Optimization exercise on an open flow, not production practice.
RTL: at most simulated, not proved equivalent.
Function not checked: runs 2 and 3.
Power: default activity.

==> design.v <==
module ep_bitacc #(
    parameter ERR_W = 8
) (
    input  wire             clk,
    input  wire             rst,           
    input  wire             cmd_valid,
    output wire             cmd_ready,
    input  wire [39:0]      cmd_word,
    output wire             out_valid,
    output wire [7:0]       out_data,
    input  wire             out_ready,
    input  wire             out_err,
    input  wire [ERR_W-1:0] out_err_code,
    output wire             err_flag,
    output wire [ERR_W-1:0] err_code
);
    localparam [1:0] S_IDLE       = 2'd0;
    localparam [1:0] S_EVAL       = 2'd1;
    localparam [1:0] S_SEND_STUFF = 2'd2;
    localparam [1:0] S_SEND_BYTE  = 2'd3;
    localparam [1:0] OP_WRITE = 2'b00;
    localparam [1:0] OP_PAD   = 2'b01;
    localparam [1:0] OP_TRAIL = 2'b10;
    reg [38:0]      acc;
    reg [5:0]       bitcnt;
    reg [1:0]       zrun;
    reg             err_flag_r;
    reg [ERR_W-1:0] err_code_r;
    reg [7:0]       out_data_r;
    reg             out_valid_r;
    reg [1:0]       fsm;
    reg             pend_pad;
    wire [1:0]  op    = cmd_word[39:38];
    wire [5:0]  width = cmd_word[37:32];
    wire [31:0] value = cmd_word[31:0];
    wire [32:0] width_mask = (33'd1 << width) - 33'd1;
    wire [31:0] imm        = value & width_mask[31:0];
    wire [5:0]  byte_pos   = bitcnt - 6'd8;
    wire [38:0] acc_shr    = acc >> byte_pos;
    wire [7:0]  cur_byte   = acc_shr[7:0];
    wire        have_byte  = (bitcnt >= 6'd8);
    wire        stuff      = (zrun == 2'd2) && (cur_byte[7:2] == 6'd0);
    wire [38:0] pend_mask  = (39'd1 << bitcnt) - 39'd1;
    wire [38:0] acc_masked = acc & pend_mask;
    wire [5:0]  pad_bits   = 6'd8 - bitcnt;
    wire accept    = cmd_valid && cmd_ready;
    wire handshake = out_valid_r && out_ready;
    assign cmd_ready = (fsm == S_IDLE) && !rst;
    assign out_valid = out_valid_r && !rst;
    assign out_data  = out_data_r;
    assign err_flag  = err_flag_r;
    assign err_code  = err_code_r;
    always @(posedge clk) begin
        if (rst) begin
            acc         <= 39'd0;
            bitcnt      <= 6'd0;
            zrun        <= 2'd0;
            err_flag_r  <= 1'b0;
            err_code_r  <= {ERR_W{1'b0}};
            out_data_r  <= 8'h00;
            out_valid_r <= 1'b0;
            fsm         <= S_IDLE;
            pend_pad    <= 1'b0;
        end else begin
            case (fsm)
                S_IDLE: begin
                    if (accept && !err_flag_r) begin
                        case (op)
                            OP_WRITE: begin
                                acc    <= (acc << width) | {7'd0, imm};
                                bitcnt <= bitcnt + width;
                                fsm    <= S_EVAL;
                            end
                            OP_PAD: begin
                                if (bitcnt != 6'd0) begin
                                    acc    <= acc << pad_bits;
                                    bitcnt <= 6'd8;
                                    fsm    <= S_EVAL;
                                end
                            end
                            OP_TRAIL: begin
                                acc      <= (acc << 1) | 39'd1;
                                bitcnt   <= bitcnt + 6'd1;
                                pend_pad <= 1'b1;
                                fsm      <= S_EVAL;
                            end
                            default: ;  
                        endcase
                    end
                end
                S_EVAL: begin
                    if (have_byte) begin
                        out_valid_r <= 1'b1;
                        if (stuff) begin
                            out_data_r <= 8'h03;
                            fsm        <= S_SEND_STUFF;
                        end else begin
                            out_data_r <= cur_byte;
                            fsm        <= S_SEND_BYTE;
                        end
                    end else if (pend_pad && bitcnt != 6'd0) begin
                        acc      <= acc_masked << pad_bits;
                        bitcnt   <= 6'd8;
                        pend_pad <= 1'b0;
                    end else begin
                        acc      <= acc_masked;
                        pend_pad <= 1'b0;
                        fsm      <= S_IDLE;
                    end
                end
                S_SEND_STUFF: begin
                    if (handshake) begin
                        if (out_err) begin
                            err_flag_r  <= 1'b1;
                            err_code_r  <= out_err_code;
                            out_valid_r <= 1'b0;
                            pend_pad    <= 1'b0;
                            fsm         <= S_IDLE;
                        end else begin
                            zrun       <= 2'd0;
                            out_data_r <= cur_byte;
                            fsm        <= S_SEND_BYTE;
                        end
                    end
                end
                S_SEND_BYTE: begin
                    if (handshake) begin
                        if (out_err) begin
                            err_flag_r  <= 1'b1;
                            err_code_r  <= out_err_code;
                            out_valid_r <= 1'b0;
                            pend_pad    <= 1'b0;
                            fsm         <= S_IDLE;
                        end else begin
                            zrun        <= (out_data_r == 8'h00) ? zrun + 2'd1 : 2'd0;
                            bitcnt      <= bitcnt - 6'd8;
                            out_valid_r <= 1'b0;
                            fsm         <= S_EVAL;
                        end
                    end
                end
            endcase
        end
    end
endmodule
==> run.sh <==
#!/bin/bash
# synth_recipe.tcl (not shown) runs the flow's synth.tcl, then flattens the netlist and writes it again
# the make line also repeats each setting of config.mk as NAME=value (left out here)
make -C /OpenROAD-flow-scripts/flow DESIGN_CONFIG=/design/flow/config.mk WORK_HOME=/design/flow/orfs CLKGATE_MAP_FILE= SYNTH_SCRIPT=/design/flow/synth_recipe.tcl finish
==> config.mk <==
export PLATFORM = sky130hd
export DESIGN_NAME = ep_bitacc
export DESIGN_NICKNAME = ep_bitacc
export VERILOG_FILES = /design/flow/design.v
export SDC_FILE = /design/flow/constraint.sdc
export NUM_CORES = 4
export LEC_CHECK = 0
export CAP_MARGIN = 20
export CORE_MARGIN = 2
export CORE_UTILIZATION = 40
export SLEW_MARGIN = 20
==> constraint.sdc <==
create_clock -name core_clock -period 5.5 [get_ports {clk}]
set_input_delay 1.1000 -clock core_clock [delete_from_list [all_inputs] [get_ports {clk}]]
set_output_delay 1.1000 -clock core_clock [all_outputs]
set_load 0.01 [all_outputs]
==> results.txt, run 1 <==
status=timing/DRC/antenna clean; gpl congestion=1.06; Final setup viols=0; layout cells sized above 1=18.3%; htree depth=3; first-pass GRT wire length=~130,000 µm; Clk Latency, worst-skew pair=~0.37 ns; core area=0.0376 mm²; RSZ-0062 raised after global routing=false; worst slew pin tran=approximately 1.2 ns; Setup TNS Final=0 ns; Nets=2,111; Final Hold Viols=0; Critical Path AT=4.86 ns; leading post-synthesis cells by cell area=mux4_2, dfxtp_1, mux2i_1, nand2_1, a21oi_1; remaining global-route overflow=0; Synth Flop Type=dfxtp_1; DR pass1 iterations=6; Routed Antenna Nets=0; CP Class=flip-flop to flip-flop; Post-Synth XOR/XNOR Area=between 1 and 1.5%; Initial Utilization=40.5%; largest family of logic cells by synthesized area=compound AO/OA/AOI/OAI gates; Synth-to-Final Area Change=11.9%; Overall Global Routing Usage=44.8%; Routed WL per cell=35.1 µm; achievable frequency=0.216 GHz; DP HPWL=around 67,000 µm; peak supply drop=0.000205 V; LEAKAGE=approximately 5.9 nW; post-route minimum period=4.64 ns; skew final=approximately 0.012 ns; synth warn=1; initial antenna violation count=5; clock root buffer=clkbuf_16; Yosys reg bits=68; Compound-Gate Fraction of Synth Area=29.9%; Die X=199 µm; hold_buf cts=0; Avg Vias per Cell=approximately 7.3; placed insts=~2,500; Layout Cells excl Fill=roughly 2,600; Final Cycle Share=between 80% and 90%; vias in the first global route=17,316; Mapped Cells=2,052; Worst slew margin=23.2%; # Post-CTS Setup Buffers=0; Max FO, Critical Path=12; largest net degree at the start of global routing=121; register area share after synthesis=8.94%; Yosys cell types=107; Mapped Nets=2,130; Iter 0 DRT Violations=2,593; routed wire length=89,500 µm; Critical Path Source Type=flip-flop; Max clock buf depth=2; std cell rows=between 70 and 80; fin. max-slew vios=0; # IOs=72; CTS clk-pin slew, worst paths=0.07 ns; Num CTS Buffers=9; Die Y=199 µm; post-cts repair resize count=0; Mapped Area=0.0152 mm²; Post-synth EDFFs=0; most frequent cells in the layout=nand2_1, nor2_1, a21oi_1; P per Cell Area=295 mW/mm²; Setup crit end kind=flip-flop; HP Class=flip-flop to flip-flop; # clock sinks=68; Synth async-reset ratio=0%; via count=between 15,000 and 20,000; worst path required time=5.72 ns; max-cap viol count=0; Die ar.=0.0396 mm²; Adder-Cell Fraction of Synth Area=2.10%; Simple-Gate Fraction of Synth Area=22.7%; commonest non-fill, non-tap cell in the layout=nand2_1; Syn Area/Cell=between 7 and 8 µm²; area leader, netlist=mux4_2; post-synthesis mux area share=27.8%; DRC errors left=0; CTS tree=done; Yosys top cell area share=15.4%; IO buf count=71
==> cell families (layout without fill, tap and decap cells) <==
logic type	count (synthesis)	in the layout
compound gates	665	665
xor+xnor	22	22
fa+ha+maj	25	25
buf+inv	276	261
flops	68	68
mux	286	286
other cells	0	2
simple gates	710	710
==> critical path, stage by stage (launching register included) <==
cell	delay [ns]
dfxtp_4	0.40
inv_2	0.08
ha_4	0.19
ha_2	0.28
nand3_1	0.12
buf_4	0.23
ha_1	0.24
a21boi_2	0.32
nand4_1	0.36
or4_4	0.66
nor3_2	0.24
o21ai_1	0.23
mux4_2	0.49
nand3_1	0.12
o211ai_1	0.10
o221ai_1	0.41
==> sequential cells by signal (all words and copies together) (netlist names) <==
signal,cells
acc,39
bitcnt,6
err_code_r,8
err_flag_r,1
fsm,2
out_data_r,8
out_valid_r,1
pend_pad,1
zrun,2
==> metal layers <==
layer	track usage (%)	up-vias	share of wire (%)
li1	-	7856	-
met1	59.8	9189	40
met2	65.7	1413	42
met3	11.4	277	12
met4	24.4	2	6.2
met5	0	-	0.015
==> stage by stage <==
step                      hold slack, ns  utilization, %  instance area (µm²)  total power [mW]  setup WS, ns
after floorplan                    0.459               -                15200              2.77         0.439
after global placement             0.444            44.3                16700              4.09         0.810
after detailed placement           0.451            44.3                16700              4.09         0.803
after CTS                          0.459            45.3                17000              4.85          1.05
after global routing               0.492            45.3                17000              5.15         0.735
final                              0.461            45.3                17000              5.03         0.864
==> cells in the mapped netlist, types with 23 or more instances <==
cell      number
nand2_1      253
nor2_1       171
clkbuf_1     155
a21oi_1      140
o21ai_0      127
mux2i_1      123
mux4_2       104
nand3_1       71
dfxtp_1       68
mux2_2        59
nor3_1        53
a31oi_1       44
inv_1         38
o211ai_1      38
a211oi_1      37
buf_1         37
buf_2         31
a221oi_1      28
ha_1          24
nand4_1       23
==> area by class of cell <==
type | count | area (µm²)
Tap cell | 511 | 639
Fill cell | 3911 | 20600
Antenna cell | 2 | 5.00
Inverter | 47 | 176
Clock inverter | 5 | 108
Clock buffer | 10 | 250
Timing Repair Buffer | 199 | 1660
Multi-Input combinational cell | 1708 | 12800
Sequential cell | 68 | 1370
==> worst paths after layout <==
kind,from,end,slack (ns),cells after the start
worst max-delay path,bitcnt[0]$_SDFFE_PP0P_,acc[33]$_SDFFE_PP0P_,0.86,15
worst min register to register,err_code_r[2]$_SDFFE_PP0P_,err_code_r[2]$_SDFFE_PP0P_,0.46,2
worst max register to register,bitcnt[0]$_SDFFE_PP0P_,acc[33]$_SDFFE_PP0P_,0.86,15
worst min-delay path,err_code_r[2]$_SDFFE_PP0P_,err_code_r[2]$_SDFFE_PP0P_,0.46,2
==> report_power, final <==
group	total [mW]	internal (mW)	switching, mW
registers	0.797	0.552	0.244
clock network	0.752	0.470	0.282
logic	3.48	1.21	2.27
total	5.03	2.23	2.80
Testbench counts, summed over its fixed seeds: cycles 33,211.
==> run 2: changes to the inputs <==
==> design.v (replaced) <==
module ep_bitacc #(
    parameter ERR_W = 8
) (
    input  wire             clk,
    input  wire             rst,           
    input  wire             cmd_valid,
    output wire             cmd_ready,
    input  wire [39:0]      cmd_word,
    output wire             out_valid,
    output wire [7:0]       out_data,
    input  wire             out_ready,
    input  wire             out_err,
    input  wire [ERR_W-1:0] out_err_code,
    output wire             err_flag,
    output wire [ERR_W-1:0] err_code
);
    reg [39:0]      acc;         
    reg [2:0]       p;           
    reg [2:0]       k;           
    reg             busy;        
    reg [1:0]       z;           
    reg             err_flag_r;
    reg [ERR_W-1:0] err_code_r;
    wire [1:0]  op    = cmd_word[39:38];
    wire        is_wr = (op == 2'b00);
    wire        is_tr = (op == 2'b10);
    wire [5:0]  w     = cmd_word[37:32];
    wire [31:0] v     = cmd_word[31:0];
    wire [7:0] tm  = ~(8'hFF >> p);              
    wire [7:0] oh  = 8'h80 >> p;                 
    wire [7:0] pend = acc[7:0];
    wire       pnz = (p != 3'd0);
    wire [2:0]  np  = 3'd0 - p;
    wire [2:0]  sh  = np - w[2:0];
    wire [38:0] s1  = sh[0] ? {6'd0, v, 1'd0} : {7'd0, v};
    wire [38:0] s2  = sh[1] ? {s1[36:0], 2'd0} : s1;
    wire [38:0] vs  = sh[2] ? {s2[34:0], 4'd0} : s2;
    wire [3:0]  lo1 = {1'b0, w[2:0]} + {1'b0, p} - 4'd1;
    wire        cy  = pnz & lo1[3];
    wire [2:0]  wh  = w[5:3];
    wire [4:0] sel;
    genvar gi;
    generate
        for (gi = 0; gi < 5; gi = gi + 1) begin : g_sel
            if (gi == 0)
                assign sel[gi] = (wh == 3'd0) & ~cy;
            else
                assign sel[gi] = cy ? (wh == gi - 1) : (wh == gi);
        end
    endgenerate
    reg [39:0] ld;
    integer i, b;
    always @* begin
        ld = {1'b0, vs};
        for (i = 0; i < 5; i = i + 1)
            for (b = 0; b < 8; b = b + 1)
                if (sel[i] & tm[b])
                    ld[8*i + b] = pend[b];
        if (!is_wr)
            ld[7:0] = (pend & tm) | (is_tr ? oh : 8'd0);
    end
    wire [3:0] lo  = {1'b0, w[2:0]} + {1'b0, p};
    wire       owes  = is_wr ? ((wh != 3'd0) | lo[3]) : (is_tr | pnz);
    wire [2:0] p_new = is_wr ? lo[2:0] : 3'd0;
    wire [2:0] k_new = !is_wr ? 3'd0 :
                       pnz    ? wh + {2'd0, cy} :
                                wh - {2'd0, w[2:0] == 3'd0};
    reg [7:0] byte_k;
    always @* begin
        case (k)
            3'd0:    byte_k = acc[7:0];
            3'd1:    byte_k = acc[15:8];
            3'd2:    byte_k = acc[23:16];
            3'd3:    byte_k = acc[31:24];
            default: byte_k = acc[39:32];
        endcase
    end
    wire hi_zero = (byte_k[7:2] == 6'd0);
    wire stuff   = z[1] & hi_zero;
    wire is_zero = hi_zero & (byte_k[1:0] == 2'd0);
    wire last    = (k == {2'd0, pnz});
    assign cmd_ready = !busy && !rst;
    assign out_valid = busy && !rst;
    assign out_data  = {byte_k[7:2], byte_k[1:0] | {2{stuff}}};
    assign err_flag  = err_flag_r;
    assign err_code  = err_code_r;
    always @(posedge clk) begin
        if (rst) begin
            busy       <= 1'b0;
            p          <= 3'd0;
            z          <= 2'd0;
            err_flag_r <= 1'b0;
        end else if (busy) begin
            if (out_ready) begin
                if (out_err) begin
                    err_flag_r <= 1'b1;
                    err_code_r <= out_err_code;
                    busy       <= 1'b0;
                end else if (stuff) begin
                    z <= 2'd0;
                end else begin
                    z <= {z[0] & is_zero, is_zero};
                    if (last) busy <= 1'b0;
                    else      k    <= k - 3'd1;
                end
            end
        end else if (cmd_valid) begin
            acc  <= ld;
            p    <= p_new;
            k    <= k_new;
            busy <= owes & !err_flag_r;
        end
    end
endmodule
==> run 2 against run 1 <==
First-iteration DRC count fell by 90%. Clock power fell by 29%. Global-route usage fell by 23 points. Critical path type is now flip-flop to output port. Largest power group is now sequential cells.
==> results.txt, run 2 <==
status=timing/DRC/antenna clean; Synth top cells by count=nand2_1, mux2i_1, edfxtp_1; CTS tree=done; Setup crit end kind=output port; CTS clk-pin slew, worst paths=0.05 ns (-0.02 ns); hold_ws=0.475 ns (+0.0142 ns); most frequent cell after synthesis=nand2_1; Num CTS Buffers=9 (unchanged); post-route core utilization=49.5% (+4.1 points); Avg Vias per Cell=5.85 (-20%); htree depth=3 (unchanged); Nets=642 (-70%); peak supply drop=0.000134 V (-35%); Worst slew margin=34.2% (+11 points); Initial Utilization=40.9% (+0.36 points); total power=1.52 mW (-70%); critical path's largest stage delay=0.53 ns (-0.13 ns); post-route minimum period=4.65 ns (+0.0109 ns); register area share after synthesis=34.2% (+25 points); biggest regs=acc x39, err_code_r x8; antenna fix cells=0 (-2); Final Cycle Share=84.5% (+0.20 points); R2R setup slack=1.61 ns (+0.75 ns); Overall Global Routing Usage=22.1% (-23 points); leading post-synthesis cells by cell area=edfxtp_1, mux2i_1, mux2_2, nand2_1, o21ai_0; LEAKAGE=2.19 nW (-63%); Final Hold Viols=0 (unchanged); Critical Path AT=3.55 ns (-1.31 ns); most frequent cells in the layout=clkdlybuf4s50_1, nand2_1, mux2i_1; achievable frequency=0.215 GHz (-0.23%); CP dominant cell by count=nand2_1; Min-Delay Startpoint=z[0]$_SDFFE_PP0P_; Routed WL per cell=19.7 µm (-44%); fin. max-slew vios=0 (unchanged); pre-CTS setup slack=0.931 ns (+0.128 ns); Max FO, Critical Path=9 (-3); Yosys cell types=57 (-47%); # IOs=72 (unchanged); Synth async-reset ratio=0% (unchanged); Synth-to-Final Area Change=21.0%; Top reg by flops=acc; setup slack after layout=0.854 ns (-0.0109 ns); Critical Path Source Type=flip-flop; Slowest-stage cell, CP=clkdlybuf4s50_1; # Post-CTS Setup Buffers=0 (unchanged); Yosys top cell area share=31.3% (+16 points); remaining global-route overflow=0 (unchanged); Final setup viols=0 (unchanged); Hold Path Depth=2 (unchanged); Post-synth EDFFs=51 (+51); Mapped Nets=593 (-72%); # clock sinks=58 (-15%); HP Class=flip-flop to flip-flop; DP HPWL=11,100 µm (-84%); area leader, netlist=edfxtp_1; Yosys reg bits=58 (-15%); Die Y=115 µm (-42%); gpl congestion=0.902 (-15%); hold_buf cts=0 (unchanged); Max clock buf depth=2 (unchanged); post-cts repair resize count=0 (unchanged); routed wire length=14,300 µm (-84%); skew final=0.00866 ns (-0.00327 ns); largest net degree at the start of global routing=44 (-64%); worst path required time=4.40 ns (-1.32 ns); Iter 0 DRT Violations=251 (-90%); Die X=115 µm (-42%); clock root buffer=clkbuf_16; r2r endpoint=k[2]$_DFFE_PP_; Mapped Cells=526 (-74%); cell count of the worst reg-to-reg path=13 (-2); layout cells sized above 1=13.1% (-5.2 points); Syn Area/Cell=9.29 µm² (+25%); cell breakdown of the critical path=inv_1 -> ha_1 -> nor4_1 -> or2_2 -> a2111oi_0 -> and4bb_2 -> nand2_1 -> nand2_1 -> clkdlybuf4s50_1; RSZ-0062 raised after global routing=false; IO buf count=71 (unchanged); max reg flops=39 (unchanged); Hold Path Sink=z[0]$_SDFFE_PP0P_; synth warn=1 (unchanged); Mapped Area=0.00489 mm² (-68%); DR pass1 iterations=6 (unchanged); CP Class=flip-flop to output port; via count=4,250 (-77%); Synth Flop Type=edfxtp_1; Setup TNS Final=0 ns (unchanged); commonest non-fill, non-tap cell in the layout=clkdlybuf4s50_1; vias in the first global route=4,093 (-76%); P per Cell Area=257 mW/mm² (-13%); Routed Antenna Nets=0 (unchanged); DRC errors left=0 (unchanged); max-cap viol count=0 (unchanged); core area=0.0120 mm² (-68%); Clk Latency, worst-skew pair=0.34 ns (-0.03 ns); first-pass GRT wire length=22,000 µm (-83%); FF-to-FF Start=p[0]$_SDFFE_PP0P_; worst slew pin tran=0.981 ns (-0.170 ns); initial antenna violation count=0 (-5); Die ar.=0.0131 mm² (-67%); std cell rows=40 (-44%)
run 2: cell types whose count changed in the layout (fill, tap and decap cells not counted), moves of 38 or more:
| cell | change |
|---|---|
| a31oi_1 | -38 |
| nor2_1 | -131 |
| nand2_1 | -198 |
| mux4_2 | -103 |
| mux2i_1 | -70 |
| edfxtp_1 | +51 |
| o21ai_0 | -90 |
| a21oi_1 | -121 |
| dfxtp_1 | -58 |
| nand3_1 | -57 |
| buf_4 | -122 |
run 2: worst max-delay path: cells and delay by family, from the launching register on:
| kind | cells | cell delay, ns |
|---|---|---|
| flip-flops | 1 | 0.47 |
| buffers and inverters | 2 | 0.68 |
| adder cells (fa/ha/maj) | 1 | 0.43 |
| AND/OR/NAND/NOR | 5 | 1.14 |
| AO/OA/AOI/OAI | 1 | 0.50 |
run 2: worst max path at each step:
stage	startpoint	to	cells after the start
final	k[0]$_DFFE_PP_	out_data[0]	9
after global routing	k[0]$_DFFE_PP_	out_data[0]	9
after CTS	k[0]$_DFFE_PP_	out_data[1]	9
after detailed placement	cmd_word[33]	acc[12]$_DFFE_PP_	9
after global placement	cmd_word[33]	acc[12]$_DFFE_PP_	9
after floorplan	cmd_word[33]	k[2]$_DFFE_PP_	14
run 2: area by class of cell:
| cell class | count | area (µm²) |
|---|---|---|
| fillers | 1143 | 6050 |
| multi-input cells | 418 | 2990 |
| flip-flops and latches | 58 | 1670 |
| repair buffers | 76 | 748 |
| clock buffers | 11 | 233 |
| well taps | 147 | 184 |
| clock inverters | 5 | 45.0 |
| inverters | 12 | 45.0 |
run 2: where the power goes:
part / total (mW) / internal, mW / switching (mW)
logic: 0.434 / 0.197 / 0.236
registers: 0.548 / 0.525 / 0.0227
clock network: 0.537 / 0.344 / 0.193
total: 1.52 / 1.07 / 0.453
run 2: kinds of logic after synthesis:
family,after synthesis,synth area share (%)
xor gates and xnor gates,10,1.79
muxes,99,21.7
DFF,58,34.2
adders and majority gates,14,3.74
buffers and inverters,50,4.81
AOI/OAI and AO/OA,129,17.6
and+or+nand+nor,166,16.2
run 2: metal layers:
layer	up-vias	global-route usage, %	wire (µm)	part of all wire (%)
li1	2065	-	-	-
met1	2023	28.6	6380	45
met2	142	35.7	6690	47
met3	20	5.61	935	6.5
met4	0	8.13	326	2.3
met5	-	0	0	0
run 2: through the flow:
stage / instances / cell area (µm²)
final: 727 / 5920
after global routing: 727 / 5920
after CTS: 727 / 5920
after detailed placement: 711 / 5640
after global placement: 711 / 5640
after floorplan: 526 / 4890
==> run 3: changes to the inputs <==
==> flow/run.sh (new file) <==
#!/bin/bash
# Standard ORFS layout, with plain buffers on the ports instead of the
# delay-cell buffers that buffer_ports picks by default.
set -euo pipefail
export BUFFER_PORTS_ARGS="-buffer_cell sky130_fd_sc_hd__buf_2"
bash standard.sh > standard.log 2>&1
==> standard.sh (new file) <==
#!/bin/bash
# synth_recipe.tcl (not shown) runs the flow's synth.tcl, then flattens the netlist and writes it again
# the make line also repeats each setting of config.mk as NAME=value (left out here)
make -C /OpenROAD-flow-scripts/flow DESIGN_CONFIG=/design/flow/config.mk WORK_HOME=/design/flow/orfs CLKGATE_MAP_FILE= SYNTH_SCRIPT=/design/flow/synth_recipe.tcl "${@:-finish}"
removed: run.sh
==> run 3 against run 2 <==
Via count rose by 1.3%. Worst setup slack improved by 0.45 ns. Power shrank 1.4%. Worst hold slack got worse by 0.0086 ns. Largest cell class unchanged.
==> results.txt, run 3 <==
status=timing/DRC/antenna clean; HP Class=flip-flop to flip-flop; skew final=0.00816 ns (-0.000503 ns); Die ar.=0.0131 mm² (unchanged); synth warn=1 (unchanged); Final Hold Viols=0 (unchanged); post-route minimum period=4.20 ns (-0.446 ns); Nets=642 (unchanged); met3 wire len=972 µm (+4.0%); Synth-to-Final Area Change=13.9%; R2R setup slack=1.66 ns (+0.05 ns); area of the multi-input gates=0.00299 mm² (unchanged); area leader, netlist=edfxtp_1; r2r endpoint=k[2]$_DFFE_PP_; worst path required time=4.40 ns (about the same); # IOs=72 (unchanged); P per Cell Area=269 mW/mm² (+4.7%); initial antenna violation count=0 (unchanged); Die Y=115 µm (unchanged); placed insts=711 (unchanged); Num CTS Buffers=9 (unchanged); Syn Area/Cell=9.29 µm² (unchanged); Routed Antenna Nets=0 (unchanged); Setup crit end kind=output port; clock root buffer=clkbuf_16; most frequent cell after synthesis=nand2_1; Mapped Nets=593 (unchanged); leading post-synthesis cells by cell area=edfxtp_1, mux2i_1, mux2_2, nand2_1, o21ai_0; Routed WL per cell=19.6 µm (-0.33%); max reg flops=39 (unchanged); worst slew pin tran=1.01 ns (+0.0261 ns); LEAKAGE=2.20 nW (+0.64%); DP HPWL=10,900 µm (-1.7%); Hold Path Sink=z[0]$_SDFFE_PP0P_; via count=4,306 (+1.3%); Critical Path Source Type=flip-flop; Initial Utilization=40.9% (unchanged); hold_buf cts=0 (unchanged); Min-Delay Startpoint=z[0]$_SDFFE_PP0P_; pre-CTS setup slack=1.26 ns (+0.334 ns); Critical Path AT=3.10 ns (-0.45 ns); # Post-CTS Setup Buffers=0 (unchanged); Fillers=1,133 (-0.87%); max-cap viol count=0 (unchanged); Top reg by flops=acc; Mapped Cells=526 (unchanged); peak supply drop=0.000145 V (+8.4%); layout cells sized above 1=25.9% (+13 points); Layout Cells excl Fill=727 (unchanged); Hold Path Depth=2 (unchanged); Sw Pwr=458 µW (+1.2%); Synth async-reset ratio=0% (unchanged); FF-to-FF Start=p[0]$_SDFFE_PP0P_; Sequential Power Share=36.6% (+0.5 points); cell internal pwr=1.04 mW (-2.5%); Sw Ratio=30.6% (+0.79 points); post-cts repair resize count=0 (unchanged); Top Layer Used=met4; cell count of the worst reg-to-reg path=13 (unchanged); Post-synth EDFFs=51 (unchanged); Max clock buf depth=2 (unchanged); htree depth=3 (unchanged); Final Cycle Share=76.4% (-8.1 points); CTS clk-pin slew, worst paths=0.06 ns (about the same); std cell rows=40 (unchanged); Clk Latency, worst-skew pair=0.34 ns (about the same); Iter 0 DRT Violations=400 (+59%); RSZ-0062 raised after global routing=false; first-pass GRT wire length=22,300 µm (+1.3%); IO buf count=71 (unchanged); register area share after synthesis=34.2% (unchanged); Comb pwr share=26.8% (-1.7 points); Avg Vias per Cell=5.92 (+1.3%); CTS tree=done; Yosys reg bits=58 (unchanged); Final setup viols=0 (unchanged); vias in the first global route=4,178 (+2.1%); Setup TNS Final=0 ns (unchanged); gpl congestion=0.908 (+0.65%); design area=0.00557 mm² (-5.9%); met1 wire length=6460 µm (+1.2%); core area=0.0120 mm² (unchanged); Placed Area=0.00528 mm² (-6.3%); fin. max-slew vios=0 (unchanged); Worst slew margin=32.8% (-1.3 points); Mapped Area=0.00489 mm² (unchanged); remaining global-route overflow=0 (unchanged); DR pass1 iterations=5 (-1); Synth Flop Type=edfxtp_1; commonest non-fill, non-tap cell in the layout=buf_2; most frequent cells in the layout=buf_2, nand2_1, mux2i_1; Max FO, Critical Path=9 (unchanged); setup slack after layout=1.30 ns (+0.446 ns); DRC errors left=0 (unchanged); routed wire length=14,300 µm (-0.33%); routed length on met2=6590 µm (-1.5%); Yosys cell types=57 (unchanged); Yosys top cell area share=31.3% (unchanged); Die X=115 µm (unchanged); biggest regs=acc x39, err_code_r x8; antenna fix cells=0 (unchanged); Reg area=0.00167 mm² (unchanged); # clock sinks=58 (unchanged); Synth top cells by count=nand2_1, mux2i_1, edfxtp_1; Worst Setup SP=k[0]$_DFFE_PP_; total power=1.50 mW (-1.4%); CP Class=flip-flop to output port; Clk pwr share=36.5% (+1.1 points); Overall Global Routing Usage=22.3% (+0.17 points); largest net degree at the start of global routing=44 (unchanged); achievable frequency=0.238 GHz (+11%)
==> run 3: cell count changes in the layout (fill, tap and decap cells not counted) <==
| cell | change |
|---|---|
| buf_2 | +71 |
| clkdlybuf4s50_1 | -71 |
| clkinv_1 | -3 |
| clkinvlp_4 | +2 |
| clkbuf_1 | -1 |
| clkinv_2 | +1 |
| inv_1 | +1 |
==> run 3: critical path: stages (launching register included) <==
cell and delay (ns):
edfxtp_1 0.47, inv_1 0.15, ha_1 0.46, nor4_1 0.15, or2_2 0.40, a2111oi_0 0.44, and4bb_2 0.36, nand2_1 0.12
nand2_1 0.09, buf_2 0.12
==> run 3: worst max-delay path by stage <==
stage,end,slack (ns),cells after the start
finish,out_data[0],1.30,9
global route,out_data[0],1.15,9
CTS,out_data[0],1.30,9
detailed placement,acc[9]$_DFFE_PP_,1.26,9
global placement,acc[11]$_DFFE_PP_,1.34,9
floorplan,k[2]$_DFFE_PP_,1.52,14
==> run 3: per-stage QoR <==
step	hold slack [ns]	util (%)
4_1_cts	0.473	46.6
5_1_grt	0.498	46.6
2_1_floorplan	0.431	-
3_5_place_dp	0.466	44.2
3_3_place_gp	0.443	44.2
6_report	0.466	46.6
==> run 3: final cells by class <==
type	count	area share, %
clock buffers	10	4.11
clock inverters	6	1.03
well taps	147	3.30
inverters	12	0.809
repair buffers	76	7.05
flip-flops and latches	58	30.0
multi-input cells	418	53.7
==> run 3: kinds of logic (layout without fill, tap and decap cells) <==
family / count (synthesis) / in the layout / share of synthesized area, %
AND/OR/NAND/NOR: 166 / 166 / 16.2
AO/OA/AOI/OAI: 129 / 129 / 17.6
multiplexers: 99 / 99 / 21.7
flip-flops: 58 / 58 / 34.2
buffers and inverters: 50 / 104 / 4.81
adder cells (fa/ha/maj): 14 / 14 / 3.74
XOR/XNOR: 10 / 10 / 1.79
==> run 3: layer usage <==
metal	global-route usage (%)	vias to the layer above
met3	4.18	18
met2	35.3	186
li1	-	2056
met4	7.72	0
met1	30.5	2046
met5	0	-
==> run 3: power groups by stage <==
stage / sequential, mW / combinational, mW / clock (mW)
CTS: 0.548 / 0.400 / 0.551
global placement: 0.556 / 0.393 / 0
finish: 0.548 / 0.402 / 0.547
floorplan: 0.543 / 0.286 / 0
global route: 0.550 / 0.441 / 0.570
detailed placement: 0.557 / 0.396 / 0
==> run 4: changes to the inputs <==
--- a/design.v
+++ b/design.v
@@ -23,46 +23,25 @@
     reg [ERR_W-1:0] err_code_r;
-    wire [1:0]  op    = cmd_word[39:38];
-    wire        is_wr = (op == 2'b00);
-    wire        is_tr = (op == 2'b10);
-    wire [5:0]  w     = cmd_word[37:32];
-    wire [31:0] v     = cmd_word[31:0];
-    wire [7:0] tm  = ~(8'hFF >> p);              
-    wire [7:0] oh  = 8'h80 >> p;                 
-    wire [7:0] pend = acc[7:0];
-    wire       pnz = (p != 3'd0);
-    wire [2:0]  np  = 3'd0 - p;
-    wire [2:0]  sh  = np - w[2:0];
-    wire [38:0] s1  = sh[0] ? {6'd0, v, 1'd0} : {7'd0, v};
-    wire [38:0] s2  = sh[1] ? {s1[36:0], 2'd0} : s1;
-    wire [38:0] vs  = sh[2] ? {s2[34:0], 4'd0} : s2;
-    wire [3:0]  lo1 = {1'b0, w[2:0]} + {1'b0, p} - 4'd1;
-    wire        cy  = pnz & lo1[3];
-    wire [2:0]  wh  = w[5:3];
-    wire [4:0] sel;
-    genvar gi;
-    generate
-        for (gi = 0; gi < 5; gi = gi + 1) begin : g_sel
-            if (gi == 0)
-                assign sel[gi] = (wh == 3'd0) & ~cy;
-            else
-                assign sel[gi] = cy ? (wh == gi - 1) : (wh == gi);
-        end
-    endgenerate
-    reg [39:0] ld;
-    integer i, b;
+    wire [1:0] op     = cmd_word[39:38];
+    wire       is_wr  = (op == 2'b00);
+    wire       is_tr  = (op == 2'b10);
+    wire       pad    = op[0] | op[1];           
+    wire [5:0] w_eff  = is_wr ? cmd_word[37:32] : {5'd0, is_tr};
+    wire [31:0] v_eff = {cmd_word[31:1], cmd_word[0] | is_tr};
+    wire [5:0] len    = {3'd0, p} + w_eff;
+    wire [5:0] lm1    = len - 6'd1;
+    wire [2:0] sh     = 3'd0 - len[2:0];
+    wire [2:0] kc     = lm1[5:3];                
+    wire [39:0] vs    = {8'd0, v_eff} << sh;
+    wire [7:0] tm     = ~(8'hFF >> p);           
+    wire [7:0] pend   = acc[7:0];
+    reg  [39:0] ld;
+    integer i;
     always @* begin
-        ld = {1'b0, vs};
+        ld = vs;
         for (i = 0; i < 5; i = i + 1)
-            for (b = 0; b < 8; b = b + 1)
-                if (sel[i] & tm[b])
-                    ld[8*i + b] = pend[b];
-        if (!is_wr)
-            ld[7:0] = (pend & tm) | (is_tr ? oh : 8'd0);
+            if (kc == i)
+                ld[8*i +: 8] = (vs[8*i +: 8] & ~tm) | (pend & tm);
     end
-    wire [3:0] lo  = {1'b0, w[2:0]} + {1'b0, p};
-    wire       owes  = is_wr ? ((wh != 3'd0) | lo[3]) : (is_tr | pnz);
-    wire [2:0] p_new = is_wr ? lo[2:0] : 3'd0;
-    wire [2:0] k_new = !is_wr ? 3'd0 :
-                       pnz    ? wh + {2'd0, cy} :
-                                wh - {2'd0, w[2:0] == 3'd0};
+    wire       owes   = pad ? (len != 6'd0) : (len[5:3] != 3'd0);
+    wire [2:0] p_new  = pad ? 3'd0 : len[2:0];
     reg [7:0] byte_k;
@@ -80,3 +59,3 @@
     wire is_zero = hi_zero & (byte_k[1:0] == 2'd0);
-    wire last    = (k == {2'd0, pnz});
+    wire last    = (k == {2'd0, p != 3'd0});
     assign cmd_ready = !busy && !rst;
@@ -109,3 +88,3 @@
             p    <= p_new;
-            k    <= k_new;
+            k    <= kc;
             busy <= owes & !err_flag_r;
==> run.sh (new file) <==
#!/bin/bash
# synth_recipe.tcl (not shown) runs the flow's synth.tcl, then flattens the netlist and writes it again
# the make line also repeats each setting of config.mk as NAME=value (left out here)
make -C /OpenROAD-flow-scripts/flow DESIGN_CONFIG=/design/flow/config.mk WORK_HOME=/design/flow/orfs CLKGATE_MAP_FILE= SYNTH_SCRIPT=/design/flow/synth_recipe.tcl finish
removed: flow/run.sh
removed: standard.sh
==> run 4 against run 3 <==
Critical endpoint is now acc[37]$_DFFE_PP_. Routed wire length is 9.9% lower. Power is 7.7% higher. Still clean on timing, DRC and antenna. Design area is 0.70% higher. First-iteration DRC count is 2.8% lower. Worst setup slack worse by 0.30 ns. Clock skew is 0.0013 ns higher.
==> results.txt, run 4 <==
DR pass1 iterations=5 (unchanged); Setup crit end kind=flip-flop; clock root buffer=clkbuf_16; Placed Area=0.00530 mm² (+0.38%); Critical Path AT=4.57 ns (+1.47 ns); register area share after synthesis=37.0% (+2.8 points); commonest non-fill, non-tap cell in the layout=clkdlybuf4s50_1; Final Cycle Share=81.9% (+5.5 points); total power=1.61 mW (+7.7%); Clk Latency, worst-skew pair=0.33 ns (about the same); DP HPWL=9840 µm (-9.4%); Synth top cells by count=edfxtp_1, nand2_1, a21oi_1; HP Class=flip-flop to flip-flop; pre-CTS setup slack=0.721 ns (-0.543 ns); most frequent cells in the layout=clkdlybuf4s50_1, edfxtp_1, nand2_1; htree depth=3 (unchanged); worst slew pin tran=0.892 ns (-0.115 ns); Routed Antenna Nets=0 (unchanged); achievable frequency=0.222 GHz (-6.7%); status=timing/DRC/antenna clean; remaining global-route overflow=0 (unchanged); Synth Flop Type=edfxtp_1; RSZ-0062 raised after global routing=false; Iter 0 DRT Violations=389 (-2.8%); Avg Vias per Cell=5.76 (-2.8%); vias in the first global route=3,808 (-8.9%); initial antenna violation count=0 (unchanged); Post-synth EDFFs=51 (unchanged); cell count of the worst reg-to-reg path=8 (-5); Yosys cell types=57 (unchanged); Worst Setup SP=cmd_word[39]; layout cells sized above 1=12.8% (-13 points); # IOs=72 (unchanged); cell breakdown of the critical path=clkdlybuf4s50_1 -> nor2_1 -> nor2_1 -> ha_1 -> inv_1 -> fa_1 -> xor2_2 -> nand2_1 -> nor2_1 -> o32a_1 -> o21a_1 -> a311oi_1 -> a41o_1; Setup TNS Final=0 ns (unchanged); Die ar.=0.0122 mm² (-7.2%); IO buf count=71 (unchanged); CP dominant cell by count=nor2_1; Final Hold Viols=0 (unchanged); antenna fix cells=0 (unchanged); CTS clk-pin slew, worst paths=0.05 ns (about the same); worst path required time=5.57 ns (+1.17 ns); P per Cell Area=288 mW/mm² (+7.0%); largest net degree at the start of global routing=45 (+2.3%); first-pass GRT wire length=20,200 µm (-9.3%); Yosys top cell area share=33.9% (+2.5 points); Num CTS Buffers=9 (unchanged); Mapped Area=0.00452 mm² (-7.5%); # Post-CTS Setup Buffers=0 (unchanged); post-cts repair resize count=0 (unchanged); post-route minimum period=4.50 ns (+0.303 ns); Worst setup endpoint=acc[37]$_DFFE_PP_; Initial Utilization=41.4% (+0.48 points); critical path's largest stage delay=0.63 ns (+0.16 ns); peak supply drop=0.000198 V (+36%); design area=0.00561 mm² (+0.70%); Synth async-reset ratio=0% (unchanged); gpl congestion=0.913 (+0.56%); r2r endpoint=acc[37]$_DFFE_PP_; skew final=0.00949 ns (+0.00133 ns); max-cap viol count=0 (unchanged); Critical Path Source Type=input pin; Max FO, Critical Path=20 (+11); fin. max-slew vios=0 (unchanged); # clock sinks=58 (unchanged); area leader, netlist=edfxtp_1; leading post-synthesis cells by cell area=edfxtp_1, mux2_2, a21oi_1, mux2i_1, nand2_1; via count=4,000 (-7.1%); Die Y=110 µm (-3.7%); Routed WL per cell=18.5 µm (-5.8%); std cell rows=38 (-5.0%); DRC errors left=0 (unchanged); R2R setup slack=1.94 ns (+0.28 ns); CP Class=input pin to flip-flop; Mapped Nets=565 (-4.7%); FF-to-FF Start=p[2]$_SDFFE_PP0P_; routed wire length=12,900 µm (-9.9%); hold_buf cts=0 (unchanged); Max clock buf depth=2 (unchanged); Fillers=1,047 (-7.6%); Yosys reg bits=58 (unchanged); Mapped Cells=501 (-4.8%); synth warn=1 (unchanged); Worst slew margin=40.5% (+7.7 points); most frequent cell after synthesis=edfxtp_1; CTS tree=done; Overall Global Routing Usage=21.9% (-0.38 points); Syn Area/Cell=9.03 µm² (-2.9%); setup slack after layout=0.996 ns (-0.303 ns); Synth-to-Final Area Change=24.0%; Nets=614 (-4.4%); Slowest-stage cell, CP=o21a_1; core area=0.0109 mm² (-8.6%); Die X=110 µm (-3.7%); Final setup viols=0 (unchanged); LEAKAGE=2.11 nW (-3.9%)
[run 4: cell count changes after synthesis, moves of 7 or more]
cell and delta:
mux2i_1 -33, a21oi_1 +21, mux2_2 -13, a31oi_1 +11, o211ai_1 -11, o21ai_0 -11
clkbuf_1 +9, nand2_1 -7, nand3_1 +7, or2_2 -7
[run 4: cells by family (layout without fill, tap and decap cells)]
kind of cell	Yosys count	in the layout	synth area share, %
buf+inv	60	114	5.56
fa+ha+maj	11	11	3.21
mux	53	53	13.8
flops	58	58	37.0
xor+xnor	12	12	2.49
simple gates	158	158	16.4
compound gates	149	149	21.6
[run 4: per-layer routing]
metal | GRT usage, % | wire length, µm | vias to the layer above
li1 | - | - | 1977
met1 | 31.1 | 6070 | 1830
met2 | 33.1 | 5580 | 174
met3 | 5.29 | 953 | 19
met4 | 6.52 | 263 | 0
met5 | 0 | 0 | -
[run 4: layout make-up]
type | instances | area (µm²) | area share, %
multi-input cells | 383 | 2610 | 46.5
flip-flops and latches | 58 | 1670 | 29.8
repair buffers | 81 | 786 | 14.0
clock buffers | 10 | 239 | 4.26
well taps | 140 | 175 | 3.12
clock inverters | 6 | 66.3 | 1.18
inverters | 17 | 63.8 | 1.14
[run 4: per-stage QoR]
stage	hold slack, ns	utilization [%]	cells
final	0.465	51.3	695
after global routing	0.493	51.3	695
after CTS	0.469	51.3	695
after detailed placement	0.461	48.5	679
after global placement	0.443	48.5	679
after floorplan	0.436	-	501
[run 4: report_power, final]
part           internal [mW]  switching (mW)  total (mW)
combinational          0.218           0.279       0.497
sequential             0.531          0.0188       0.550
clock                  0.362           0.204       0.566
[run 4: worst max-delay path: cells and delay by family]
kind	cells	cell delay, ns
compound gates	4	1.37
fa+ha+maj	2	0.63
buf+inv	2	0.58
simple gates	4	0.47
xor+xnor	1	0.40
[run 4: worst min-delay path by stage]
| stage | startpoint | end | slack, ns | depth (start not counted) |
|---|---|---|---|---|
| 2_1_floorplan | z[0]$_SDFFE_PP0P_ | z[0]$_SDFFE_PP0P_ | 0.44 | 2 |
| 3_3_place_gp | z[0]$_SDFFE_PP0P_ | z[0]$_SDFFE_PP0P_ | 0.44 | 2 |
| 3_5_place_dp | z[0]$_SDFFE_PP0P_ | z[0]$_SDFFE_PP0P_ | 0.46 | 2 |
| 4_1_cts | z[0]$_SDFFE_PP0P_ | z[0]$_SDFFE_PP0P_ | 0.47 | 2 |
| 5_1_grt | z[0]$_SDFFE_PP0P_ | z[0]$_SDFFE_PP0P_ | 0.49 | 2 |
| 6_report | z[0]$_SDFFE_PP0P_ | z[0]$_SDFFE_PP0P_ | 0.47 | 2 |
Testbench counts of run 4, summed over its fixed seeds: cycles 16,983.
==> run 5: changes to the inputs <==
==> design.v (replaced) <==
module ep_bitacc #(
    parameter ERR_W = 8
) (
    input  wire             clk,
    input  wire             rst,           
    input  wire             cmd_valid,
    output wire             cmd_ready,
    input  wire [39:0]      cmd_word,
    output wire             out_valid,
    output wire [7:0]       out_data,
    input  wire             out_ready,
    input  wire             out_err,
    input  wire [ERR_W-1:0] out_err_code,
    output wire             err_flag,
    output wire [ERR_W-1:0] err_code
);
    reg [39:0]      acc;         
    reg [2:0]       q;           
    reg [4:0]       kh;          
    reg             busy;        
    reg [1:0]       z;           
    reg             err_flag_r;
    wire [1:0]  op    = cmd_word[39:38];
    wire        is_wr = (op == 2'b00);
    wire        is_tr = (op == 2'b10);
    wire [2:0]  wl    = cmd_word[34:32];
    wire [2:0]  wh    = cmd_word[37:35];
    wire [31:0] v     = cmd_word[31:0];
    wire [2:0] p   = 3'd0 - q;
    wire [7:0] tm  = ~(8'hFF >> p);              
    wire [7:0] oh  = 8'h80 >> p;                 
    wire [7:0] pend = acc[7:0];
    wire       pnz = (q != 3'd0);
    wire [2:0]  sh  = q - wl;
    wire [38:0] s1  = sh[0] ? {6'd0, v, 1'd0} : {7'd0, v};
    wire [38:0] s2  = sh[1] ? {s1[36:0], 2'd0} : s1;
    wire [38:0] vs  = sh[2] ? {s2[34:0], 4'd0} : s2;
    wire        c8  = pnz & (wl >= q);           
    wire        cy  = pnz & (wl >  q);           
    wire [4:0]  whd = 5'd1 << wh;                
    wire [4:0]  sel = cy ? {whd[3:0], 1'b0} : whd;
    reg [39:0] ld;
    integer i, b;
    always @* begin
        ld = {1'b0, vs};
        for (i = 0; i < 5; i = i + 1)
            for (b = 0; b < 8; b = b + 1)
                if (sel[i] & tm[b])
                    ld[8*i + b] = pend[b];
        if (!is_wr)
            ld[7:0] = (pend & tm) | (is_tr ? oh : 8'd0);
    end
    wire [4:0] kw    = pnz ? sel : (wl == 3'd0) ? {1'b0, whd[4:1]} : whd;
    wire [4:0] kh_new = is_wr ? kw : 5'd1;
    wire       owes  = is_wr ? ((wh != 3'd0) | c8) : (is_tr | pnz);
    wire [2:0] q_new = is_wr ? sh : 3'd0;
    wire [7:0] byte_k = ({8{kh[0]}} & acc[7:0])   | ({8{kh[1]}} & acc[15:8]) |
                        ({8{kh[2]}} & acc[23:16]) | ({8{kh[3]}} & acc[31:24]) |
                        ({8{kh[4]}} & acc[39:32]);
    wire hi_zero = (byte_k[7:2] == 6'd0);
    wire stuff   = z[1] & hi_zero;
    wire is_zero = hi_zero & (byte_k[1:0] == 2'd0);
    wire last    = pnz ? kh[1] : kh[0];
    wire accept  = !busy && cmd_valid && !err_flag_r;
    wire fail    = busy && out_ready && out_err;
    assign cmd_ready = !busy && !rst;
    assign out_valid = busy && !rst;
    assign out_data  = {byte_k[7:2], byte_k[1:0] | {2{stuff}}};
    assign err_flag  = err_flag_r;
    assign err_code  = acc[39:32];
    always @(posedge clk) begin
        if (accept)
            acc <= ld;
        else if (fail)
            acc[39:32] <= out_err_code;
    end
    always @(posedge clk) begin
        if (rst) begin
            busy       <= 1'b0;
            q          <= 3'd0;
            z          <= 2'd0;
            err_flag_r <= 1'b0;
        end else if (busy) begin
            if (out_ready) begin
                if (out_err) begin
                    err_flag_r <= 1'b1;
                    busy       <= 1'b0;
                end else if (stuff) begin
                    z <= 2'd0;
                end else begin
                    z <= {z[0] & is_zero, is_zero};
                    if (last) busy <= 1'b0;
                    kh <= kh >> 1;
                end
            end
        end else if (cmd_valid) begin
            q    <= q_new;
            kh   <= kh_new;
            busy <= owes & !err_flag_r;
        end
    end
endmodule
==> flow/run.sh (new file) <==
#!/bin/bash
# Standard ORFS layout, with plain buffers on the ports instead of the
# delay-cell buffers that buffer_ports picks by default.
set -euo pipefail
export BUFFER_PORTS_ARGS="-buffer_cell sky130_fd_sc_hd__buf_2"
bash standard.sh > standard.log 2>&1
==> standard.sh (new file) <==
#!/bin/bash
# synth_recipe.tcl (not shown) runs the flow's synth.tcl, then flattens the netlist and writes it again
# the make line also repeats each setting of config.mk as NAME=value (left out here)
make -C /OpenROAD-flow-scripts/flow DESIGN_CONFIG=/design/flow/config.mk WORK_HOME=/design/flow/orfs CLKGATE_MAP_FILE= SYNTH_SCRIPT=/design/flow/synth_recipe.tcl "${@:-finish}"
--- a/config.mk
+++ b/config.mk
@@ -10,2 +10,3 @@
 export CORE_UTILIZATION = 40
+export SETUP_SLACK_MARGIN = 1.5
 export SLEW_MARGIN = 20
removed: run.sh
==> run 5 against run 4 <==
Critical endpoint is now acc[33]$_DFFE_PP_. Final cell count shrank 7.5%. Design area shrank 14%. Highest routed layer unchanged. Worst hold slack gained 0.0039 ns. Largest power group is now sequential cells. Non-clock buffer count shrank 5. Count of clock-buffer cells in the layout shrank 4. Critical path type unchanged. Still clean on timing, DRC and antenna.
==> results.txt, run 5 <==
status=timing/DRC/antenna clean; Die X=109 µm (-1.6%); Critical Path AT=3.84 ns (-0.73 ns); commonest non-fill, non-tap cell in the layout=buf_2; Clk Latency, worst-skew pair=0.30 ns (-0.03 ns); DR pass1 iterations=7 (+2); clock root buffer=clkbuf_8; post-cts repair resize count=0 (unchanged); CTS clk-pin slew, worst paths=0.10 ns (+0.05 ns); DP HPWL=9890 µm (+0.49%); initial antenna violation count=0 (unchanged); worst slew pin tran=0.944 ns (+0.0516 ns); Initial Utilization=40.7% (-0.68 points); Num CTS Buffers=5 (-4); largest net degree at the start of global routing=41 (-8.9%); Routed Antenna Nets=0 (unchanged); Worst slew margin=37.1% (-3.4 points); post-route minimum period=3.78 ns (-0.726 ns); Nets=566 (-7.8%); RSZ-0062 raised after global routing=false; biggest regs=acc x39, kh x5, q x3; achievable frequency=0.265 GHz (+19%); Setup crit end kind=flip-flop; area leader, netlist=edfxtp_1; Iter 0 DRT Violations=718 (+85%); Mapped Nets=527 (-6.7%); Layout Cells excl Fill=643 (-7.5%); Fillers=1,087 (+3.8%); gpl congestion=0.941 (+3.1%); fin. max-slew vios=0 (unchanged); max reg flops=39; peak supply drop=0.000118 V (-41%); Top reg by flops=acc; HP Class=flip-flop to flip-flop; Synth top cells by count=nand2_1, mux2i_1, edfxtp_1; std cell rows=38 (unchanged); Synth Flop Type=edfxtp_1; register area share after synthesis=34.1% (-2.8 points); IO buf count=71 (unchanged); Synth async-reset ratio=0% (unchanged); Setup TNS Final=0 ns (unchanged); Max FO, Critical Path=20 (unchanged); Routed WL per cell=19.7 µm (+6.6%); Final Hold Viols=0 (unchanged); remaining global-route overflow=0 (unchanged); CP Class=input pin to flip-flop; first-pass GRT wire length=20,000 µm (-0.86%); max-cap viol count=0 (unchanged); r2r endpoint=acc[33]$_DFFE_PP_; placed insts=634 (-6.6%); LEAKAGE=1.86 nW (-12%); Mapped Cells=463 (-7.6%); # clock sinks=52 (-10%); skew final=0.00465 ns (-0.00485 ns); Yosys reg bits=52 (-10%); Die Y=109 µm (-1.6%); Synth-to-Final Area Change=9.96%; Hold Path Depth=2 (unchanged); FF-to-FF Start=q[0]$_SDFFE_PP0P_; Hold Path Sink=z[0]$_SDFFE_PP0P_; Yosys cell types=67 (+18%); vias in the first global route=3,570 (-6.3%); Post-synth EDFFs=45 (-12%); via count=3,831 (-4.2%); most frequent cell after synthesis=nand2_1; core area=0.0107 mm² (-1.7%); Die ar.=0.0118 mm² (-3.2%); Final Cycle Share=68.7% (-13 points); # Post-CTS Setup Buffers=0 (unchanged); DRC errors left=0 (unchanged); CTS tree=done; R2R setup slack=2.06 ns (+0.12 ns); Overall Global Routing Usage=22.2% (+0.25 points); synth warn=1 (unchanged); # IOs=72 (unchanged); area of the multi-input gates=0.00261 mm² (about the same); P per Cell Area=251 mW/mm² (-13%); htree depth=2 (-1); Syn Area/Cell=9.44 µm² (+4.6%); antenna fix cells=0 (unchanged); Mapped Area=0.00437 mm² (-3.3%); Final setup viols=0 (unchanged); Min-Delay Startpoint=z[0]$_SDFFE_PP0P_; Reg area=0.00149 mm² (-11%); worst path required time=5.56 ns (about the same); hold_buf cts=0 (unchanged); Yosys top cell area share=30.9% (-2.9 points); leading post-synthesis cells by cell area=edfxtp_1, mux2i_1, mux2_2, nand2_1, o21ai_0; Max clock buf depth=2 (unchanged); total power=1.20 mW (-25%); cell count of the worst reg-to-reg path=8 (unchanged); Critical Path Source Type=input pin; Avg Vias per Cell=5.96 (+3.5%); routed wire length=12,700 µm (-1.4%); most frequent cells in the layout=buf_2, nand2_1, mux2i_1; layout cells sized above 1=25.8% (+13 points)
[run 5: power by group]
part,internal [mW],switching [mW]
logic,0.184,0.266
registers,0.494,0.0344
clock network,0.0910,0.134
[run 5: worst max path at each step]
| stage | slack, ns | endpoint | cells past startpoint | startpoint |
|---|---|---|---|---|
| 4_1_cts | 1.83 | acc[33]$_DFFE_PP_ | 8 | cmd_word[32] |
| 2_1_floorplan | 2.30 | acc[28]$_DFFE_PP_ | 9 | cmd_word[32] |
| 3_3_place_gp | 1.51 | acc[33]$_DFFE_PP_ | 8 | cmd_word[32] |
| 5_1_grt | 1.64 | acc[28]$_DFFE_PP_ | 8 | cmd_word[32] |
| 3_5_place_dp | 1.51 | acc[33]$_DFFE_PP_ | 8 | cmd_word[32] |
| 6_report | 1.72 | acc[33]$_DFFE_PP_ | 8 | cmd_word[32] |
[run 5: logic make-up after synthesis]
| family | count (synthesis) | synth area share (%) |
|---|---|---|
| muxes | 73 | 18.4 |
| xor gates and xnor gates | 2 | 0.573 |
| DFF | 52 | 34.1 |
| and+or+nand+nor | 131 | 15.1 |
| buffers and inverters | 57 | 6.67 |
| AOI/OAI and AO/OA | 137 | 21.9 |
| adders and majority gates | 11 | 3.32 |
[run 5: critical path: stages]
cell and delay, ns:
buf_2 0.11, ha_2 0.19, fa_1 0.66, inv_1 0.72, mux2i_1 0.22, o21ai_0 0.45
o21ai_0 0.18, a22o_1 0.21
[run 5: cell type report]
type | instances | area share (%)
inverters | 13 | 1.02
clock buffers | 6 | 1.51
clock inverters | 2 | 0.338
multi-input cells | 354 | 54.3
well taps | 140 | 3.64
repair buffers | 76 | 8.17
flip-flops and latches | 52 | 31.0
[run 5: per-layer routing]
metal	routed length, µm	vias up	share of wire (%)	track usage, %
met5	0	-	0	0
met4	93	0	0.73	3.48
met3	1050	8	8.3	2.71
met2	5810	195	46	34.5
met1	5740	1788	45	33.5
li1	-	1840	-	-
[run 5: metrics by stage]
step	hold slack [ns]	utilization, %	cell area [µm²]	setup WS (ns)
global route	0.509	44.7	4810	1.64
floorplan	0.437	-	4370	2.30
detailed placement	0.457	43.7	4700	1.51
finish	0.469	44.7	4810	1.72
CTS	0.471	44.6	4790	1.83
global placement	0.447	43.7	4700	1.51
Testbench counts of run 5, summed over its fixed seeds: cycles 16,983.
==> run 6: changes to the inputs <==
--- a/config.mk
+++ b/config.mk
@@ -10,3 +10,2 @@
 export CORE_UTILIZATION = 40
-export SETUP_SLACK_MARGIN = 1.5
 export SLEW_MARGIN = 20
==> run 6 against run 5 <==
Combinational power about the same. Critical endpoint unchanged. Still clean on timing, DRC and antenna. Power unchanged. Fmax did not move. Via count is the same. Critical path type unchanged. Final cell count unchanged. Sequential share of layout area unchanged. Worst hold slack did not move.
==> results.txt, run 6 <==
status=timing/DRC/antenna clean; most frequent cell after synthesis=nand2_1; Synth Flop Type=edfxtp_1; fin. max-slew vios=0 (unchanged); Die Y=109 µm (unchanged); HP Class=flip-flop to flip-flop; Final Cycle Share=68.7% (unchanged); CTS clk-pin slew, worst paths=0.10 ns (about the same); Max clock buf depth=2 (unchanged); Mapped Cells=463 (unchanged); Reg area=0.00149 mm² (unchanged); register area share after synthesis=34.1% (unchanged); Yosys top cell area share=30.9% (unchanged); FF-to-FF Start=q[0]$_SDFFE_PP0P_; area leader, netlist=edfxtp_1; Die X=109 µm (unchanged); cell internal pwr=769 µW (unchanged); DP HPWL=9890 µm (unchanged); # Post-CTS Setup Buffers=0 (unchanged); Final Hold Viols=0 (unchanged); max reg flops=39 (unchanged); commonest non-fill, non-tap cell in the layout=buf_2; Yosys cell types=67 (unchanged); peak supply drop=0.000118 V (unchanged); Avg Vias per Cell=5.96 (unchanged); CP Class=input pin to flip-flop; biggest regs=acc x39, kh x5, q x3; cell breakdown of the critical path=buf_2 -> ha_2 -> fa_1 -> inv_1 -> mux2i_1 -> o21ai_0 -> o21ai_0 -> a22o_1; Clk pwr share=18.7% (about the same); design area=0.00481 mm² (unchanged); leading post-synthesis cells by cell area=edfxtp_1, mux2i_1, mux2_2, nand2_1, o21ai_0; Iter 0 DRT Violations=718 (unchanged); Sw Pwr=435 µW (unchanged); antenna fix cells=0 (unchanged); Top Family by Delay on Critical Path=adder cells; initial antenna violation count=0 (unchanged); Top reg by flops=acc; Layout Cells excl Fill=643 (unchanged); Mapped Nets=527 (unchanged); # IOs=72 (unchanged); IO buf count=71 (unchanged); RSZ-0062 raised after global routing=false; Initial Utilization=40.7% (unchanged); LEAKAGE=1.86 nW (unchanged); DR pass1 iterations=7 (unchanged); routed wire length=12,700 µm (unchanged); Min-Delay Startpoint=z[0]$_SDFFE_PP0P_; Slowest-stage cell, CP=inv_1; Die ar.=0.0118 mm² (unchanged); Syn Area/Cell=9.44 µm² (unchanged); largest net degree at the start of global routing=41 (unchanged); P per Cell Area=251 mW/mm² (unchanged); htree depth=2 (unchanged); Synth async-reset ratio=0% (unchanged); layout cells sized above 1=25.8% (unchanged); CP Buf/Inv Count=2 (unchanged); Routed WL per cell=19.7 µm (unchanged); Sw Ratio=36.1% (unchanged); clock root buffer=clkbuf_8; CTS tree=done; first-pass GRT wire length=20,000 µm (unchanged); gpl congestion=0.941 (unchanged); DRC errors left=0 (unchanged); Post-synth EDFFs=45 (unchanged); Fillers=1,087 (unchanged); worst path required time=5.56 ns (about the same); Nets=566 (unchanged); Sequential Power Share=43.9% (about the same); Mapped Area=0.00437 mm² (unchanged); Num CTS Buffers=5 (unchanged); Worst slew margin=37.1% (unchanged); Critical Path Source Type=input pin; Critical Path AT=3.84 ns (about the same); area of the multi-input gates=0.00261 mm² (unchanged); synth warn=1 (unchanged); core area=0.0107 mm² (unchanged); CP dominant cell by count=o21ai_0; Worst Setup SP=cmd_word[32]; std cell rows=38 (unchanged); via count=3,831 (unchanged); Synth top cells by count=nand2_1, mux2i_1, edfxtp_1; critical path's largest stage delay=0.72 ns (about the same); Placed Area=0.00470 mm² (unchanged); Setup TNS Final=0 ns (unchanged); Setup crit end kind=flip-flop; Final setup viols=0 (unchanged); achievable frequency=0.265 GHz (unchanged); Routed Antenna Nets=0 (unchanged); post-cts repair resize count=0 (unchanged); vias in the first global route=3,570 (unchanged); # clock sinks=52 (unchanged); skew final=0.00465 ns (unchanged); post-route minimum period=3.78 ns (unchanged); Comb pwr share=37.4% (about the same); Clk Latency, worst-skew pair=0.30 ns (about the same); worst slew pin tran=0.944 ns (unchanged); placed insts=634 (unchanged); remaining global-route overflow=0 (unchanged); most frequent cells in the layout=buf_2, nand2_1, mux2i_1; Synth-to-Final Area Change=9.96% (unchanged); hold_buf cts=0 (unchanged); max-cap viol count=0 (unchanged); Yosys reg bits=52 (unchanged); Overall Global Routing Usage=22.2% (unchanged); Max FO, Critical Path=20 (unchanged)
run 6: cell counts after synthesis:
No cell type changed its count.
run 6: logic make-up (layout without fill, tap and decap cells):
family | after synthesis | in the layout | synth area share, %
xor gates and xnor gates | 2 | 2 | 0.573
adders and majority gates | 11 | 11 | 3.32
DFF | 52 | 52 | 34.1
muxes | 73 | 73 | 18.4
AOI/OAI and AO/OA | 137 | 137 | 21.9
buffers and inverters | 57 | 97 | 6.67
and+or+nand+nor | 131 | 131 | 15.1
run 6: routing by layer:
metal | share of wire (%) | wire (µm) | vias up | global-route usage, %
met4 | 0.73 | 93 | 0 | 3.48
met2 | 46 | 5810 | 195 | 34.5
met5 | 0 | 0 | - | 0
met1 | 45 | 5740 | 1788 | 33.5
met3 | 8.3 | 1050 | 8 | 2.71
li1 | - | - | 1840 | -
run 6: metrics by stage:
step	total power [mW]	setup WS, ns	hold slack (ns)	utilization, %
global placement	0.974	1.51	0.447	43.7
finish	1.20	1.72	0.469	44.7
global route	1.27	1.64	0.509	44.7
CTS	1.20	1.83	0.471	44.6
detailed placement	0.977	1.51	0.457	43.7
floorplan	0.846	2.30	0.437	-
run 6: final timing paths:
| kind | to | slack, ns | cells after the start |
|---|---|---|---|
| hold / removal | z[0]$_SDFFE_PP0P_ | 0.47 | 2 |
| setup / recovery | acc[33]$_DFFE_PP_ | 1.72 | 8 |
| setup reg to reg | acc[33]$_DFFE_PP_ | 2.06 | 8 |
| hold reg to reg | z[0]$_SDFFE_PP0P_ | 0.47 | 2 |
run 6: worst reg2reg max path, stage by stage (launching register included):
cell and delay [ns]:
dfxtp_1 0.43, inv_1 0.13, ha_2 0.21, fa_1 0.66
inv_1 0.72, mux2i_1 0.22, o21ai_0 0.45, o21ai_0 0.18
a22o_1 0.21
run 6: power groups by stage:
stage	clock network [mW]	logic (mW)	registers [mW]
after floorplan	0	0.330	0.516
final	0.225	0.451	0.528
after global placement	0	0.438	0.536
after global routing	0.245	0.492	0.533
after CTS	0.227	0.443	0.528
after detailed placement	0	0.440	0.536
run 6: layout make-up:
class | count | area share (%)
clock inverters | 2 | 0.338
multi-input cells | 354 | 54.3
repair buffers | 76 | 8.17
flip-flops and latches | 52 | 31.0
inverters | 13 | 1.02
well taps | 140 | 3.64
clock buffers | 6 | 1.51
==> run 7: changes to the inputs <==
--- a/config.mk
+++ b/config.mk
@@ -10,2 +10,3 @@
 export CORE_UTILIZATION = 40
+export SETUP_SLACK_MARGIN = 2.6
 export SLEW_MARGIN = 20
==> run 7 against run 6 <==
Combinational power grew 24%. Critical path depth shrank 2. Power grew 20%. Via count grew 8.8%. Highest routed layer unchanged. Largest power group is now combinational logic. Clock power grew 62%. Critical path type is now flip-flop to output port. Still clean on timing, DRC and antenna.
==> results.txt, run 7 <==
P per Cell Area=261 mW/mm² (+4.0%); placed insts=634 (unchanged); routed wire length=14,400 µm (+14%); remaining global-route overflow=0 (unchanged); core area=0.0107 mm² (unchanged); most frequent cell after synthesis=nand2_1; post-route core utilization=51.8% (+7.0 points); achievable frequency=0.304 GHz (+15%); Overall Global Routing Usage=23.9% (+1.7 points); pre-CTS setup slack=1.82 ns (+0.315 ns); Die Y=109 µm (unchanged); peak supply drop=0.000142 V (+21%); hold_ws=0.465 ns (-0.00410 ns); Top Family by Delay on Critical Path=simple AND/OR/NAND/NOR gates; HP Class=flip-flop to flip-flop; CTS clk-pin slew, worst paths=0.10 ns (about the same); std cell rows=38 (unchanged); most frequent cells in the layout=buf_2, nand2_1, edfxtp_1; Post-synth EDFFs=45 (unchanged); via count=4,167 (+8.8%); CTS tree=done; post-route minimum period=3.29 ns (-0.489 ns); Syn Area/Cell=9.44 µm² (unchanged); Die ar.=0.0118 mm² (unchanged); htree depth=2 (unchanged); hold_buf cts=0 (unchanged); Synth async-reset ratio=0% (unchanged); Mapped Area=0.00437 mm² (unchanged); Synth Flop Type=edfxtp_1; Initial Utilization=40.7% (unchanged); clock root buffer=clkbuf_8; skew final=0.0142 ns (+0.00953 ns); register area share after synthesis=34.1% (unchanged); first-pass GRT wire length=21,300 µm (+6.3%); Layout Cells excl Fill=686 (+6.7%); antenna fix cells=0 (unchanged); Max FO, Critical Path=6 (-70%); DRC errors left=0 (unchanged); Synth-to-Final Area Change=27.3%; Yosys cell types=67 (unchanged); Critical Path Source Type=flip-flop; Die X=109 µm (unchanged); worst slew pin tran=0.779 ns (-0.165 ns); Mapped Nets=527 (unchanged); Setup crit end kind=output port; Final setup viols=0 (unchanged); IO buf count=71 (unchanged); Max clock buf depth=2 (unchanged); initial antenna violation count=1 (+1); Final Hold Viols=0 (unchanged); Avg Vias per Cell=6.07 (+2.0%); Iter 0 DRT Violations=641 (-11%); largest net degree at the start of global routing=34 (-17%); Mapped Cells=463 (unchanged); RSZ-0062 raised after global routing=true; max-cap viol count=0 (unchanged); # IOs=72 (unchanged); biggest regs=acc x39, kh x5, q x3; Placed Area=0.00474 mm² (+0.96%); worst path required time=4.40 ns (-1.16 ns); cell breakdown of the critical path=a222oi_1 -> nand2_1 -> nor4_4 -> nand3_2 -> nand3_2 -> buf_6; Slowest-stage cell, CP=edfxtp_1; Routed Antenna Nets=0 (unchanged); Nets=609 (+7.6%); Clk Latency, worst-skew pair=0.32 ns (+0.02 ns); Critical Path AT=2.19 ns (-1.65 ns); DP HPWL=9810 µm (-0.83%); Setup TNS Final=0 ns (unchanged); Routed WL per cell=21.0 µm (+6.5%); max reg flops=39 (unchanged); critical path's largest stage delay=0.53 ns (-0.19 ns); leading post-synthesis cells by cell area=edfxtp_1, mux2i_1, mux2_2, nand2_1, o21ai_0; area leader, netlist=edfxtp_1; LEAKAGE=2.17 nW (+17%); vias in the first global route=3,836 (+7.5%); Synth top cells by count=nand2_1, mux2i_1, edfxtp_1; fin. max-slew vios=0 (unchanged); # clock sinks=52 (unchanged); Fillers=1,002 (-7.8%); Top reg by flops=acc; gpl congestion=0.909 (-3.4%); status=timing/DRC/antenna clean; CP dominant cell by count=nand3_2; Num CTS Buffers=5 (unchanged); commonest non-fill, non-tap cell in the layout=buf_2; design area=0.00556 mm² (+16%); layout cells sized above 1=38.5% (+13 points); CP Buf/Inv Count=1 (-1); Yosys top cell area share=30.9% (unchanged); CP Class=flip-flop to output port; Final Cycle Share=59.8% (-8.9 points); Worst slew margin=47.8% (+11 points); Yosys reg bits=52 (unchanged); synth warn=1 (unchanged); setup slack after layout=2.21 ns (+0.489 ns); total power=1.45 mW (+20%); DR pass1 iterations=8 (+1)
-- run 7: cell count changes in the layout (fill, tap and decap cells not counted), sizes merged --
cell / before / now
bufinv: 0 / 3
a21oi: 29 / 30
clkinv: 2 / 1
clkinvlp: 1 / 0
a31oi: 9 / 10
xnor2: 1 / 2
buf: 75 / 115
clkbuf: 7 / 6
-- run 7: worst register-to-register path, stage by stage (launching register included) --
cell and delay [ns]:
edfxtp_1 0.53, a222oi_1 0.41, nand2_1 0.16, nor4_4 0.38, nand3_2 0.18, buf_4 0.17
buf_6 0.10, buf_4 0.12, buf_4 0.12, buf_4 0.12, buf_4 0.12, buf_4 0.12
buf_4 0.12, buf_4 0.12, buf_6 0.11, o2bb2ai_4 0.13
-- run 7: cell type report --
class | instances | area (µm²) | area share, %
inverter | 13 | 56.3 | 1.01
clock inverter | 3 | 90.1 | 1.62
clock buffer | 5 | 68.8 | 1.24
sequential | 52 | 1490 | 26.8
multi-input combinational | 357 | 2880 | 51.7
timing repair buffer | 116 | 802 | 14.4
tap | 140 | 175 | 3.15
-- run 7: cell families (layout without fill, tap and decap cells) --
logic type | count (synthesis) | after routing | share of synthesized area [%]
AO/OA/AOI/OAI | 137 | 139 | 21.9
buffers and inverters | 57 | 137 | 6.67
XOR/XNOR | 2 | 3 | 0.573
AND/OR/NAND/NOR | 131 | 131 | 15.1
adder cells (fa/ha/maj) | 11 | 11 | 3.32
flip-flops | 52 | 52 | 34.1
multiplexers | 73 | 73 | 18.4
-- run 7: worst paths after layout --
check,start,end,slack [ns],cells past startpoint
worst max register to register,kh[3]$_DFFE_PP_,kh[0]$_DFFE_PP_,2.24,15
worst max-delay path,kh[3]$_DFFE_PP_,out_data[0],2.21,6
worst min-delay path,z[0]$_SDFFE_PP0P_,z[0]$_SDFFE_PP0P_,0.46,2
worst min register to register,z[0]$_SDFFE_PP0P_,z[0]$_SDFFE_PP0P_,0.46,2
-- run 7: timing repair --
action	CTS	global route
gates cloned	1	3
buffers inserted	23	17
gates resized for setup	21	40
setup endpoints to repair	40	33
pin swaps	10	14
-- run 7: where the power goes --
part	internal, mW	switching, mW
Clock	0.228	0.137
Combinational	0.248	0.310
Sequential	0.494	0.0332
-- run 7: metal layers --
metal	vias to the layer above	track usage, %	share of wire [%]
li1	1936	-	-
met1	1954	33.5	42
met2	238	37.3	46
met3	39	3.32	8.0
met4	0	8.97	3.5
met5	-	0	0
